Context: an optimization exercise on an open-source flow, tuned for small area. The choices shown serve that exercise and are no tape-out recipe. RTL that was checked went through simulation tests only; none was proved equivalent to the original. The flow treats the clock pin as an ideal source, which a real chip does not have.

==> run D: inputs <==
Design rdt3_frame_decoder, start of the top module:
module rdt3_frame_decoder (
    input  wire        clk,
    input  wire        rst,
    input  wire        in_valid,
    output wire        in_ready,
    input  wire [31:0] in_data,
    input  wire [2:0]  in_nbytes,    
    input  wire        in_last,
    output wire        out_valid,
    input  wire        out_ready,
    output wire [31:0] out_seq,
    output wire [31:0] out_ack,
    output wire        out_is_ack,
    output wire [31:0] out_digest,
    output wire [31:0] out_crc,
    output wire        out_corrupt,
    output wire        out_malformed,
    output wire [15:0] out_len,
    output wire [15:0] out_poff,
    output wire [15:0] out_plen
);
clock: 10.0 ns
lec_check: 0
cap_margin: 20
core_margin: 2
core_utilization: 45
place_density: 0.85
slew_margin: 20
standard.sh (not shown) runs the stock make flow with config.mk's settings and CLKGATE_MAP_FILE= SYNTH_SCRIPT=/design/flow/synth_recipe.tcl, a recipe that flattens the netlist after the stock synthesis.
==> flow/flow/run.sh <==
#!/bin/bash
# Layout flow: the standard ORFS layout (standard.sh) with these changes:
#  - synthesis: the standard synthesis script, except that the final ABC
#    mapping uses an area script (flow/synth_area.tcl, flow/abc_area.script) and
#    Yosys's full-adder extraction is skipped (ADDER_MAP_FILE empty); the
#    registers are the same as the standard synthesis's;
#  - every port is buffered by the smallest buffer (buf_1);
#  - constant outputs share one tie cell (SKIP_REPAIR_TIE_FANOUT);
#  - the clock tree is built from clkbuf_8 leaves under a clkbuf_16 root, with
#    no dummy loads, and then each clock buffer is shrunk to the smallest one
#    that keeps clock-pin slews under 105 ps (as estimated after placement), leaf buffers first (flow/downsize.tcl, a POST_CTS hook).
# Make's full output goes to flow_make.log; ORFS's per-step logs are under orfs/logs.
set -euo pipefail
here=$(pwd)
bash standard.sh \
  SYNTH_SCRIPT="$here/flow/synth_area.tcl" \
  ADDER_MAP_FILE= \
  BUFFER_PORTS_ARGS="-buffer_cell sky130_fd_sc_hd__buf_1" \
  SKIP_REPAIR_TIE_FANOUT=1 \
  CTS_ARGS="-sink_clustering_enable -repair_clock_nets -buf_list sky130_fd_sc_hd__clkbuf_8 -root_buf sky130_fd_sc_hd__clkbuf_16 -dont_use_dummy_load" \
  POST_CTS_TCL="$here/flow/downsize.tcl" \
  finish > flow_make.log 2>&1
==> flow/flow/abc_area.script <==
strash
dch
map -a
mfs2
strash
dch
map -a
topo
stime -c
==> flow/flow/downsize.tcl <==
set ds_limit 0.105
set ds_sizes {sky130_fd_sc_hd__clkbuf_1 sky130_fd_sc_hd__clkbuf_2 sky130_fd_sc_hd__clkbuf_4 sky130_fd_sc_hd__clkbuf_8 sky130_fd_sc_hd__clkbuf_16}
proc ds_worst_clk_slew {} {
  set worst 0
  foreach p [get_pins -hierarchical */CLK] {
    set s [get_property $p slew_max]
    if { $s > $worst } { set worst $s }
  }
  return $worst
}
proc ds_area {m} { return [get_property [lindex [get_lib_cells */$m] 0] area] }
estimate_parasitics -placement
set base [ds_worst_clk_slew]
puts "downsize: worst clock-pin slew before [format %.4f $base]"
set lim [expr { max($ds_limit, $base) }]
set changed 0
# leaf buffers (those driving register clock pins) first, then the rest
set ds_leaf {}
set ds_other {}
foreach inst [get_cells *] {
  set m [get_property $inst ref_name]
  if { [lsearch -exact $ds_sizes $m] < 0 } { continue }
  set leaf 0
  foreach p [get_pins -of_objects [get_nets -of_objects [get_pins -of_objects $inst -filter "direction==output"]]] {
    if { [get_property $p name] == "CLK" } { set leaf 1; break }
  }
  if { $leaf } { lappend ds_leaf $inst } else { lappend ds_other $inst }
}
foreach inst [concat $ds_leaf $ds_other] {
  set m [get_property $inst ref_name]
  set i [lsearch -exact $ds_sizes $m]
  if { $i <= 0 } { continue }
  for { set j 0 } { $j < $i } { incr j } {
    set cand [lindex $ds_sizes $j]
    replace_cell $inst $cand
    estimate_parasitics -placement
    set w [ds_worst_clk_slew]
    if { $w <= $lim } {
      puts "downsize: [get_property $inst name] $m -> $cand (worst [format %.4f $w])"
      incr changed
      break
    }
    replace_cell $inst $m
  }
}
estimate_parasitics -placement
puts "downsize: $changed buffers changed, worst clock-pin slew now [format %.4f [ds_worst_clk_slew]]"
Other scripts of this flow, unchanged in this note and not shown: flow/flow/synth_area.tcl
==> run M: changes against run D <==
--- a/flow/design.v
+++ b/flow/design.v
@@ -29,56 +29,63 @@
     reg         neg;         
     reg         bad;         
     reg         d1, d2, d3;  
     reg  [1:0]  cy;          
     reg         ic;          
     reg         diff;        
     reg         isack;
     reg  [31:0] S, A, D, C;  
-    reg  [10:0] L;           
-    reg  [5:0]  P;           
+    reg  [10:0] L, P;        
+    reg  [9:0]  Q;           
     wire t31 = (t == 5'd31);
     wire [7:0] cur   = in_data[8*bi +: 8];
     wire       slot  = (ph == PH_RX) && in_valid && !rdy && (in_nbytes != 3'd0);
     wire       lastb = ({1'b0, bi} + 3'd1 == in_nbytes);
     wire       is_pipe  = (cur == 8'h7C);
     wire       is_minus = (cur == 8'h2D);
     wire       is_digit = (cur[7:4] == 4'h3) && (cur[3:0] <= 4'd9);
     wire       hdr   = !np[2];
     wire       bit_t = cur[t[2:0]];
     wire       fin = (ph == PH_FIN);
     wire       clr = (ph == PH_CLR);
     wire       mal = bad || !np[2];
-    wire       x    = (nd == 4'd0) ? 1'b0 : D[0];   
+    wire       xr   = (np[1:0] == 2'd0) ? S[0] : (np[1:0] == 2'd1) ? A[0] : D[0];
+    wire       x    = (nd == 4'd0) ? 1'b0 : xr;     
     wire       dbit = (t[4:2] == 3'd0) && bit_t;
     wire [2:0] tot  = {2'b0, d1} + {2'b0, d3} + {2'b0, dbit} + {1'b0, cy};
-    wire       nbit = D[0] ^ (neg && d1);             
-    wire       nseen = D[0] | d1;
+    wire       nbit = xr ^ d1;                        
+    wire       nseen = xr | d1;
     wire       acc_step = slot && hdr && is_digit && (np[1:0] != 2'd2);
-    wire       mov_step = slot && hdr && is_pipe && !np[1];
-    wire       isum = L[0] ^ ic;
+    wire       neg_step = slot && hdr && is_pipe && neg;
+    wire       fbit = is_pipe ? nbit : tot[0];
+    wire       xi   = t[4] ? Q[0] : L[0];
+    wire       isum = xi ^ ic;
     wire       t_lo = (t < 5'd11);
+    wire       t_hi = t[4] && (t[3:0] < 4'd10);
     wire        crc_step = slot && np[2] && !bad && (t[4:3] == 2'd0);
     wire        cin  = C[0] ^ bit_t;
     wire        fb   = crc_step && !cin;
     wire [31:0] C_sh = {clr ? 1'b0 : fin ? C[0] : cin, C[31:1]} ^ ({32{fb}} & 32'h6DB88320);
-    wire S_en = mov_step && !np[0] || fin && mal;
-    wire A_en = mov_step && np[0] || fin && mal;
-    wire D_en = acc_step || mov_step || fin;
+    wire S_A_msb = np[0] ? A[31] : S[31];
+    wire S_en = (acc_step || neg_step) && (np[1:0] == 2'd0) || fin && mal;
+    wire A_en = (acc_step || neg_step) && (np[1:0] == 2'd1) || fin && mal;
+    wire D_en = acc_step && (np[1:0] == 2'd3) || fin;
     wire C_en = crc_step || fin && !mal || clr;
     wire L_en = slot && t_lo || clr;
-    wire P_en = slot && (t[4:3] == 2'd0) && (t[2:1] != 2'd3) && is_pipe && (np == 3'd3) || clr || fin && mal;
+    wire P_en = slot && t_lo && is_pipe && (np == 3'd3) || clr || fin && mal;
+    wire Q_en = slot && t_hi && np[2] || clr || fin && mal;
     always @(posedge clk) begin
-        if (S_en) S <= {fin || nbit, S[31:1]};
-        if (A_en) A <= {fin || nbit, A[31:1]};
-        if (D_en) D <= {(fin || mov_step) ? (D[0] && !(fin && mal)) : tot[0], D[31:1]};
+        if (S_en) S <= {fin ? 1'b1 : fbit, S[31:1]};
+        if (A_en) A <= {fin ? 1'b1 : fbit, A[31:1]};
+        if (D_en) D <= {fin ? (D[0] && !mal) : tot[0], D[31:1]};
         if (C_en) C <= C_sh;
         if (L_en) L <= {!clr && isum, L[10:1]};
-        if (P_en) P <= {!clr && !fin && isum, P[5:1]};
+        if (P_en) P <= {!clr && !fin && isum, P[10:1]};
+        if (Q_en) Q <= {!clr && !fin && isum, Q[9:1]};
     end
     always @(posedge clk) begin
         if (rst) begin
             ph  <= PH_CLR;
             t   <= 5'd0;
             rdy <= 1'b0;
             bi  <= 2'd0;
         end else begin
@@ -115,22 +122,22 @@
                 end
             endcase
         end
     end
     always @(posedge clk) begin
         if (clr || fin || slot) begin
             if (t31) begin
                 d1 <= 1'b0; d2 <= 1'b0; d3 <= 1'b0; cy <= 2'd0;
-            end else if (mov_step) begin
+            end else if (neg_step) begin
                 d1 <= nseen;
             end else begin
                 d1 <= x; d2 <= d1; d3 <= d2; cy <= tot[2:1];
             end
-            ic <= t31 || (L[0] && ic);
+            ic <= (t[3:0] == 4'd15) ? 1'b1 : (xi && ic);
         end
         if (clr) begin
             np    <= 3'd0;
             nd    <= 4'd0;
             neg   <= 1'b0;
             bad   <= 1'b0;
             diff  <= 1'b0;
         end else if (fin) begin
@@ -138,17 +145,17 @@
             if (mal) isack <= 1'b0;
         end else if (slot && hdr) begin
             if (acc_step && t31 &&
                 (x || d1 || d2 || tot[2] || tot[1]))
                 bad <= 1'b1;                        
             if (t31) begin
                 if (is_pipe) begin
                     if (nd == 4'd0) bad <= 1'b1;
-                    if (np[1] == 1'b0 && (neg ? (nseen && !nbit) : nbit))
+                    if (np[1] == 1'b0 && (neg ? (nseen && !nbit) : S_A_msb))
                         bad <= 1'b1;                
                     np  <= np + 3'd1;
                     nd  <= 4'd0;
                     neg <= 1'b0;
                 end else if (is_digit) begin
                     nd <= nd + 4'd1;
                     if (nd == 4'd10) bad <= 1'b1;
                     if (np[1:0] == 2'd2) begin
@@ -168,22 +175,11 @@
     assign out_seq       = S;
     assign out_ack       = A;
     assign out_is_ack    = isack;
     assign out_digest    = D;
     assign out_crc       = C;
     assign out_corrupt   = mal || diff;
     assign out_malformed = mal;
     assign out_len       = {5'd0, L};
-    assign out_poff      = {10'd0, P};
-    wire [10:0] bw;
-    wire [9:0]  plen;
-    genvar gi;
-    generate
-        for (gi = 0; gi < 10; gi = gi + 1) begin : g_plen
-            wire pb = (gi < 6) ? P[gi] : 1'b0;
-            wire bin = (gi == 0) ? 1'b0 : bw[gi];
-            assign plen[gi]  = L[gi] ^ pb ^ bin;
-            assign bw[gi+1] = (!L[gi] && (pb || bin)) || (pb && bin);
-        end
-    endgenerate
-    assign out_plen      = {6'd0, plen & {10{!mal}}};
+    assign out_poff      = {5'd0, P};
+    assign out_plen      = {6'd0, Q};
 endmodule
==> flow/flow/run.sh (replaced) <==
#!/bin/bash
# Layout flow: the standard ORFS layout (standard.sh) with these changes:
#  - synthesis: the standard synthesis script, except that the final ABC
#    mapping uses an area script (flow/synth_area.tcl, flow/abc_area.script) and
#    Yosys's full-adder extraction is skipped (ADDER_MAP_FILE empty); the
#    registers are the same as the standard synthesis's;
#  - every port is buffered by the smallest buffer (buf_1);
#  - the clock tree is built from clkbuf_8 leaves under a clkbuf_16 root, with
#    no dummy loads.
# Make's full output goes to flow_make.log; ORFS's per-step logs are under orfs/logs.
set -euo pipefail
here=$(pwd)
bash standard.sh \
  SYNTH_SCRIPT="$here/flow/synth_area.tcl" \
  ADDER_MAP_FILE= \
  BUFFER_PORTS_ARGS="-buffer_cell sky130_fd_sc_hd__buf_1" \
  CTS_ARGS="-sink_clustering_enable -repair_clock_nets -buf_list sky130_fd_sc_hd__clkbuf_8 -root_buf sky130_fd_sc_hd__clkbuf_16 -sink_clustering_size 30 -sink_clustering_max_diameter 60 -dont_use_dummy_load" \
   finish > flow_make.log 2>&1
- CORE_UTILIZATION: 45 -> 35
- PLACE_DENSITY: 0.85 -> unset
removed: flow/flow/downsize.tcl
==> run X: changes against run D <==
==> flow/design.v (replaced) <==
module rdt3_frame_decoder (
    input  wire        clk,
    input  wire        rst,
    input  wire        in_valid,
    output wire        in_ready,
    input  wire [31:0] in_data,
    input  wire [2:0]  in_nbytes,    
    input  wire        in_last,
    output wire        out_valid,
    input  wire        out_ready,
    output wire [31:0] out_seq,
    output wire [31:0] out_ack,
    output wire        out_is_ack,
    output wire [31:0] out_digest,
    output wire [31:0] out_crc,
    output wire        out_corrupt,
    output wire        out_malformed,
    output wire [15:0] out_len,
    output wire [15:0] out_poff,
    output wire [15:0] out_plen
);
    localparam [2:0] ST_PAY = 3'd4, ST_FIN = 3'd5, ST_OUT = 3'd6, ST_CLR = 3'd7;
    reg  [2:0]  st;
    reg  [4:0]  t;           
    reg  [1:0]  bi;          
    reg         rdy;         
    reg  [3:0]  nd;          
    reg         neg;         
    reg         bad;         
    reg         d1, d2, d3;  
    reg  [1:0]  cy;          
    reg         ic;          
    reg         isack;
    reg  [31:0] S, A, D, C;  
    reg  [10:0] L;           
    reg  [5:0]  P;           
    wire t31 = (t == 5'd31);
    wire [7:0] cur   = in_data[8*bi +: 8];
    wire       rx    = !st[2] || (st[1:0] == 2'd0);
    wire       slot  = rx && in_valid && !rdy && (in_nbytes != 3'd0);
    wire       lastb = ({1'b0, bi} + 3'd1 == in_nbytes);
    wire       is_pipe  = (cur == 8'h7C);
    wire       is_minus = (cur == 8'h2D);
    wire       is_digit = (cur[7:4] == 4'h3) && (cur[3:0] <= 4'd9);
    wire       hdr   = !st[2];
    wire       pay   = (st == ST_PAY);
    wire [1:0] fld   = st[1:0];
    wire       bit_t = cur[t[2:0]];
    wire       fin = (st == ST_FIN);
    wire       clr = (st == ST_CLR);
    wire       mal = bad;
    wire       x    = (nd == 4'd0) ? 1'b0 : D[0];   
    wire       dbit = (t[4:2] == 3'd0) && bit_t;
    wire [2:0] tot  = {2'b0, d1} + {2'b0, d3} + {2'b0, dbit} + {1'b0, cy};
    wire       nbit = D[0] ^ (neg && d1);             
    wire       nseen = D[0] | d1;
    wire       acc_step = slot && hdr && is_digit && (fld != 2'd2);
    wire       mov_step = slot && hdr && is_pipe && !fld[1];
    wire       isum = L[0] ^ ic;
    wire       t_lo = (t < 5'd11);
    wire        crc_step = slot && pay && !bad && (t[4:3] == 2'd0);
    wire        cin  = C[0] ^ bit_t;
    wire        fb   = crc_step && !cin;
    wire [31:0] C_sh = {clr ? 1'b0 : fin ? C[0] : cin, C[31:1]} ^ ({32{fb}} & 32'h6DB88320);
    wire S_en = mov_step && !fld[0] || fin && mal;
    wire A_en = mov_step && fld[0] || fin && mal;
    wire D_en = acc_step || mov_step || fin;
    wire C_en = crc_step || fin && !mal || clr;
    wire L_en = slot && t_lo || clr;
    wire P_en = slot && (t[4:3] == 2'd0) && (t[2:1] != 2'd3) && is_pipe && (st == 3'd3) || clr || fin && mal;
    always @(posedge clk) begin
        if (S_en) S <= {fin || nbit, S[31:1]};
        if (A_en) A <= {fin || nbit, A[31:1]};
        if (D_en) D <= {(fin || mov_step) ? (D[0] && !(fin && mal)) : tot[0], D[31:1]};
        if (C_en) C <= C_sh;
        if (L_en) L <= {!clr && isum, L[10:1]};
        if (P_en) P <= {!clr && !fin && isum, P[5:1]};
    end
    always @(posedge clk) begin
        if (rst) begin
            st  <= ST_CLR;
            t   <= 5'd0;
            rdy <= 1'b0;
            bi  <= 2'd0;
        end else begin
            case (st)
                ST_CLR: begin
                    t <= t + 5'd1;
                    if (t31) st <= 3'd0;
                end
                ST_FIN: begin
                    t <= t + 5'd1;
                    if (t31) st <= ST_OUT;
                end
                ST_OUT: begin
                    if (out_ready) st <= ST_CLR;
                end
                default: begin
                    if (rdy) begin
                        if (in_valid) begin
                            rdy <= 1'b0;
                            if (in_last) st <= ST_FIN;
                        end
                    end else if (slot) begin
                        t <= t + 5'd1;
                        if (t31) begin
                            bi <= bi + 2'd1;
                            if (lastb) begin
                                bi  <= 2'd0;
                                rdy <= 1'b1;
                            end
                        end
                    end else if (in_valid) begin
                        rdy <= 1'b1;
                    end
                    if (slot && hdr && is_pipe && t31) st <= st + 3'd1;
                end
            endcase
        end
    end
    always @(posedge clk) begin
        if (clr || fin || slot) begin
            if (t31) begin
                d1 <= 1'b0; d2 <= 1'b0; d3 <= 1'b0; cy <= 2'd0;
            end else if (mov_step) begin
                d1 <= nseen;
            end else begin
                d1 <= x; d2 <= d1; d3 <= d2; cy <= tot[2:1];
            end
            if (fin)
                ic <= (ic && t != 5'd0) || (C[0] ^ D[0]);
            else
                ic <= t31 || (L[0] && ic);
        end
        if (clr) begin
            nd    <= 4'd0;
            neg   <= 1'b0;
            bad   <= 1'b0;
        end else if (fin) begin
            if (mal) isack <= 1'b0;
        end else if (rdy && in_valid && in_last && !pay) begin
            bad <= 1'b1;                            
        end else if (slot && hdr) begin
            if (acc_step && t31 &&
                (x || d1 || d2 || tot[2] || tot[1]))
                bad <= 1'b1;                        
            if (t31) begin
                if (is_pipe) begin
                    if (nd == 4'd0) bad <= 1'b1;
                    if (fld[1] == 1'b0 && (neg ? (nseen && !nbit) : nbit))
                        bad <= 1'b1;                
                    nd  <= 4'd0;
                    neg <= 1'b0;
                end else if (is_digit) begin
                    nd <= nd + 4'd1;
                    if (nd == 4'd10) bad <= 1'b1;
                    if (fld == 2'd2) begin
                        isack <= cur[0];
                        if (nd != 4'd0 || cur[3:1] != 3'd0) bad <= 1'b1;
                    end
                end else if (is_minus && nd == 4'd0 && !neg && fld[1] == 1'b0) begin
                    neg <= 1'b1;
                end else begin
                    bad <= 1'b1;
                end
            end
        end
    end
    assign in_ready      = rdy;
    assign out_valid     = (st == ST_OUT);
    assign out_seq       = S;
    assign out_ack       = A;
    assign out_is_ack    = isack;
    assign out_digest    = D;
    assign out_crc       = C;
    assign out_corrupt   = mal || ic;
    assign out_malformed = mal;
    assign out_len       = {5'd0, L};
    assign out_poff      = {10'd0, P};
    wire [10:0] bw;
    wire [9:0]  plen;
    genvar gi;
    generate
        for (gi = 0; gi < 10; gi = gi + 1) begin : g_plen
            wire pb = (gi < 6) ? P[gi] : 1'b0;
            wire bin = (gi == 0) ? 1'b0 : bw[gi];
            assign plen[gi]  = L[gi] ^ pb ^ bin;
            assign bw[gi+1] = (!L[gi] && (pb || bin)) || (pb && bin);
        end
    endgenerate
    assign out_plen      = {6'd0, plen & {10{!mal}}};
endmodule
==> flow/flow/abc_area.script (replaced) <==
strash
dch -f
&get -n
&nf -a
&put
==> metrics.yaml <==
drive_above_1_share: 0.0508
synth.top_cells.by_area: "edfxtp_1 (67%), dfxtp_1 (5.0%), buf_4 (5.0%)"
peakVddDrop_uv: 141
p_sw_frac: 0.366
fin_crit_sh: 0.572
skew_ns: 0.0276
nMultiInputCombCells: 235
place.detailed.hpwl_mm: 10.3
status: "timing/DRC/antenna clean"
crit_chain: "nand2b_1, a21bo_1, maj3_1, maj3_1, maj3_1, maj3_1, or3_1, xor2_1, nor2_1, buf_1"
synth_seq_cells: 169
the above is filed under run X

==> metrics.yaml <==
status: "timing/DRC/antenna clean"
r2r_end: "C[9]$_DFFE_PP_"
drive_above_1_share: 0.0488
taps: 188
crit_chain: "clkinv_1, or2_2, nand2_1, nand2_1, nand2_1, clkinv_1, nor2_1, nand2_1, nand2_1, nand2_1, nor2_1, o21ai_0, clkinv_1, nand2_1, a21oi_1, clkinv_1, nor2_1, clkinv_1, nor2_1, clkinv_1, nor2_1, o21ai_0, a21oi_1, buf_1"
layout_commonest_cell: "buf_1"
fin_crit_sh: 0.577
peakVddDrop_uv: 83.2
cellPowerDensity_mw_per_mm2: 142
nMultiInputCombCells: 276
final_cell_mix: "buf_1 (199), edfxtp_1 (152), nor2_1 (75)"
p_sw_frac: 0.196
skew_ns: 0.0388
synth_top_family_by_area: "simple AND/OR/NAND/NOR gates"
place.detailed.hpwl_mm: 11.2
drc: 0
synth.area.mux_share: 0
globalplace.congestion: 0.897
the above is filed under run D

==> metrics.yaml <==
fin_crit_sh: 0.462
crit_chain: "buf_1, nand2_1, nand3_1, nand2_1, a2111oi_0, nand3_1, nor2_1, clkinv_1, o22ai_1, a31o_2"
place.detailed.hpwl_mm: 11.3
grt_max_degree: 33
drive_above_1_share: 0.0331
peakVddDrop_uv: 113
synth_seq_cells: 187
clock_latency_ns: 0.38
skew_ns: 0.0215
synth.top_cells.by_area: "edfxtp_1 (71%), dfxtp_1 (5.6%), nor2_1 (3.8%)"
status: "timing/DRC/antenna clean"
the above is filed under run M

The RTL of run D was laid out without a check of its function.

re-timing with driven ports:
How much do the figures lean on ideal ports? The routed layouts below were timed once more, with nothing changed but the port constraints. Step 1: set_driving_cell puts a clkbuf_16 on clk and a buf_2 on each other input, an assumption about the parent block. Step 2, shift: input delay + t, output delay - t, t = (earliest + latest rising clock arrival at the registers) / 2. This alone moves slack from input paths to output paths. a / b / c = ideal ports / drivers / drivers and shift; a / b = the first two.
| run | shift t [ns] | slack for setup (ns) | worst setup path at the end | slew at the worst register clock pin (ns) |
|---|---|---|---|---|
| run D | 0.577 | 4.229 / 4.196 / 4.772 | register to output | 0.10 / 0.10 |
| run M | 0.402 | 5.376 / 5.391 / 4.989 | input to register | 0.09 / 0.09 |
| run X | 0.447 | 4.278 / 4.237 / 4.684 | register to output | 0.10 / 0.10 |
After both steps every run listed still meets setup and hold. For run M, which loses most, drivers alone change the setup slack by +0.015 ns; drivers and shift together by -0.387 ns.
